From an optimization exercise on the open Yosys and OpenROAD flow, aimed at small area, a short achievable clock period and few clock cycles per item; shortcuts taken in it are not production practice. RTL that was checked went through simulation tests only; none was proved equivalent to the original. Power and IR drop assume default switching activity.

==> run a: inputs <==
// sa_transform
module sa_transform (
    input  wire        clk,
    input  wire        rst,           
    input  wire        in_valid,
    output wire        in_ready,
    input  wire [7:0]  in_sample,     
    output wire        out_valid,
    input  wire        out_ready,
    output wire [2:0]  out_bar,
    output wire [33:0] out_mag
);
Settings: LEC_CHECK=0, CAP_MARGIN=20, CORE_MARGIN=2, CORE_UTILIZATION=40, PLACE_DENSITY=0.6, SLEW_MARGIN=20, SYNTH_MEMORY_MAX_BITS=16384; clock period 10.0 ns.
run.sh (not shown) runs the stock make flow with config.mk's settings and CLKGATE_MAP_FILE= SYNTH_SCRIPT=/design/flow/synth_recipe.tcl, a recipe that flattens the netlist after the stock synthesis.
==> run b: changes against run a <==
Settings changed: CORE_UTILIZATION 40 to 55, PLACE_DENSITY 0.6 to 0.7, SYNTH_MEMORY_MAX_BITS 16384 to default.
==> comparison <==
Run a passed the timing, design-rule and antenna checks. Run b ended with an error in synthesis (1_2_yosys).
==> figures <==
quantity                                      run a                  run b
Number of warning messages in the yosys log       3                      3
Outcome                    timing/DRC/antenna clean         did not finish
Stage where the flow stopped                      -  synthesis (1_2_yosys)
No run of this note included a check of the RTL's function; only the layout flow was run.

========
==> job 6817 <==
sa_transform, a different RTL version from the one above (not shown whole).
export LEC_CHECK = 0
export CAP_MARGIN = 20
export CORE_MARGIN = 2
export CORE_UTILIZATION = 55
export PLACE_DENSITY = 0.7
export SLEW_MARGIN = 20
export SYNTH_MEMORY_MAX_BITS = 16384
create_clock -name core_clock -period 10.0 [get_ports {clk}]
standard.sh (not shown) runs the stock make flow with config.mk's settings and CLKGATE_MAP_FILE= SYNTH_SCRIPT=/design/flow/synth_recipe.tcl, a recipe that flattens the netlist after the stock synthesis.
==> flow/flow/run.sh <==
#!/bin/bash
set -euo pipefail
bash standard.sh SETUP_SLACK_MARGIN=7.0 finish > standard.log 2>&1
==> inputs of job 1426, as changes to job 6817 <==
--- a/flow/design.v
+++ b/flow/design.v
@@ -54,21 +54,16 @@
 );
     localparam W  = 64;
     localparam B  = 8;
     localparam AW = 20;               
     reg [5:0]   cnt;                  
+    reg [5:0]   fpos;                 
     reg         d;                    
     reg [2:0]   dj;                   
     reg [7:0]   dsel;                 
     reg [7:0]   clrv;                 
     reg         blk;                  
-    reg         xv;                   
-    reg [7:0]   xin;                  
-    reg         xp1;                  
-    reg         xpl;                  
-    reg [5:0]   fpos;                 
-    reg         xbk;                  
     reg [7:0]   xu;                   
     reg [9:0]   x3;                   
     reg [9:0]   xn;                   
     reg [7:0]   zu;                   
     reg [9:0]   z3;                   
@@ -85,52 +80,43 @@
     wire       sv_n  = !ofree && (sv || push);
     wire       cap   = d && adv;                 
     wire       d_n   = xlast || (d && !(cap && dj == B - 1));
     wire [2:0] dj_n  = xlast ? 3'd0 : cap ? dj + 3'd1 : dj;
     wire       cap_n = d_n && !sv_n;             
-    wire       mv    = xv && !rst && !(xp1 && d && !(cap && dj == B - 1));
-    wire       xv_n  = take || (xv && !mv);
-    wire       xp1_n = take ? cnt == 6'd1 : xp1;
-    wire [7:0] u_x = xin ^ 8'h80;
-    wire [7:0] z_x = xbk ? ~u_x : u_x;
+    wire [5:0] cnt_n = take ? cnt + 6'd1 : cnt;
+    wire [5:0] fpos_n = cnt_n > 6'd32 ? 6'd0 - cnt_n : cnt_n;
+    wire [7:0] u_in = in_sample ^ 8'h80;
+    wire [7:0] z_in = cnt > 6'd32 ? ~u_in : u_in;
     wire [127:0] coefs;
     sa_coef_rom u_rom (.pos(fpos), .coefs(coefs));
     integer i;
     always @(posedge clk) begin
         creg <= coefs;
-        xu   <= mv ? u_x : 8'd0;
-        x3   <= mv ? {2'b00, u_x} + {1'b0, u_x, 1'b0} : 10'd0;
-        xn   <= mv ? 10'd0 - {2'b00, u_x} : 10'd0;
-        zu   <= mv ? z_x : 8'd0;
-        z3   <= mv ? {2'b00, z_x} + {1'b0, z_x, 1'b0} : 10'd0;
-        zn   <= mv ? 10'd0 - {2'b00, z_x} : 10'd0;
-        if (take) begin
-            xin  <= in_sample;
-            xp1  <= cnt == 6'd1;
-            xpl  <= cnt == W - 1;
-            fpos <= cnt > 6'd32 ? 6'd0 - cnt : cnt;
-            xbk  <= cnt > 6'd32;
-        end
+        xu   <= take ? u_in : 8'd0;
+        x3   <= take ? {2'b00, u_in} + {1'b0, u_in, 1'b0} : 10'd0;
+        xn   <= take ? 10'd0 - {2'b00, u_in} : 10'd0;
+        zu   <= take ? z_in : 8'd0;
+        z3   <= take ? {2'b00, z_in} + {1'b0, z_in, 1'b0} : 10'd0;
+        zn   <= take ? 10'd0 - {2'b00, z_in} : 10'd0;
         for (i = 0; i < B; i = i + 1) begin
             dsel[i] <= d_n && dj_n == i;
             clrv[i] <= rst || (cap_n && dj_n == i);
         end
         if (rst) begin
             cnt   <= 6'd0;
-            xv    <= 1'b0;
+            fpos  <= 6'd0;
             xlast <= 1'b0;
             d     <= 1'b0;
             dj    <= 3'd0;
             blk   <= 1'b0;
         end else begin
-            if (take)
-                cnt <= cnt + 6'd1;
-            xv    <= xv_n;
-            xlast <= mv && xpl;
+            cnt   <= cnt_n;
+            fpos  <= fpos_n;
+            xlast <= take && cnt == W - 1;
             d     <= d_n;
             dj    <= dj_n;
-            blk   <= xv_n && xp1_n && d_n && !(cap_n && dj_n == B - 1);
+            blk   <= cnt_n == 6'd1 && d_n && !(cap_n && dj_n == B - 1);
         end
     end
     wire [AW-1:0] s_a [0:B-1];
     wire [AW-1:0] c_a [0:B-1];
     wire [AW-1:0] s_b [0:B-1];
==> flow/flow/run.sh (replaced) <==
#!/bin/bash
set -euo pipefail
bash standard.sh SETUP_SLACK_MARGIN=6.5 finish > standard.log 2>&1
- CTS_CLUSTER_DIAMETER: not set -> 100
- CTS_CLUSTER_SIZE: not set -> 22
==> comparison <==
Of job 6817 and job 1426, job 6817 has the higher via count (gap about 4%, measured against job 1426). Between job 6817 and job 1426, the lower worst hold slack is in job 6817 (gap 11 ps). First-iteration DRC count: job 1426 is lower than job 6817 (1.5%). Against job 1426, the power of job 6817 is higher by 44%.
Testbench counts of job 6817, summed over its fixed seeds: cycles 6,864, windows 96.
Testbench counts of job 1426, summed over its fixed seeds: cycles 6,856, windows 96.

==> re-timing with driven ports <==
How much do the figures lean on ideal ports? The routed layouts below were timed once more, with nothing changed but the port constraints. Step 1 assumes that a clkbuf_16 drives the clock port and a buf_2 every other input. Step 2 moves the port delays by t, midway between the first and last clock arrival at a register: inputs arrive t later, outputs are due t later. That takes back most of the time a late clock gives input paths. Slacks: ideal / step 1 / step 2; pairs: ideal / step 1.
| run | t (ns) | setup WS [ns] | worst setup path after step 2 | latest minus earliest clock arrival (ns) | pins driven straight from the clock port |
|---|---|---|---|---|---|
| run a | 0.857 | 3.783 / 3.783 / 3.783 | register to register | 0.057 / 0.057 | 1 |
| job 6817 | 0.867 | 6.276 / 6.276 / 6.138 | input to register | 0.036 / 0.036 | 1 |
| job 1426 | 0.816 | 6.340 / 6.340 / 5.857 | input to register | 0.037 / 0.037 | 1 |
After both steps setup and hold are still met in every run listed. The setup slack of job 1426, which loses most, moves by 0.000 ns with the drivers and by -0.483 ns with both steps.
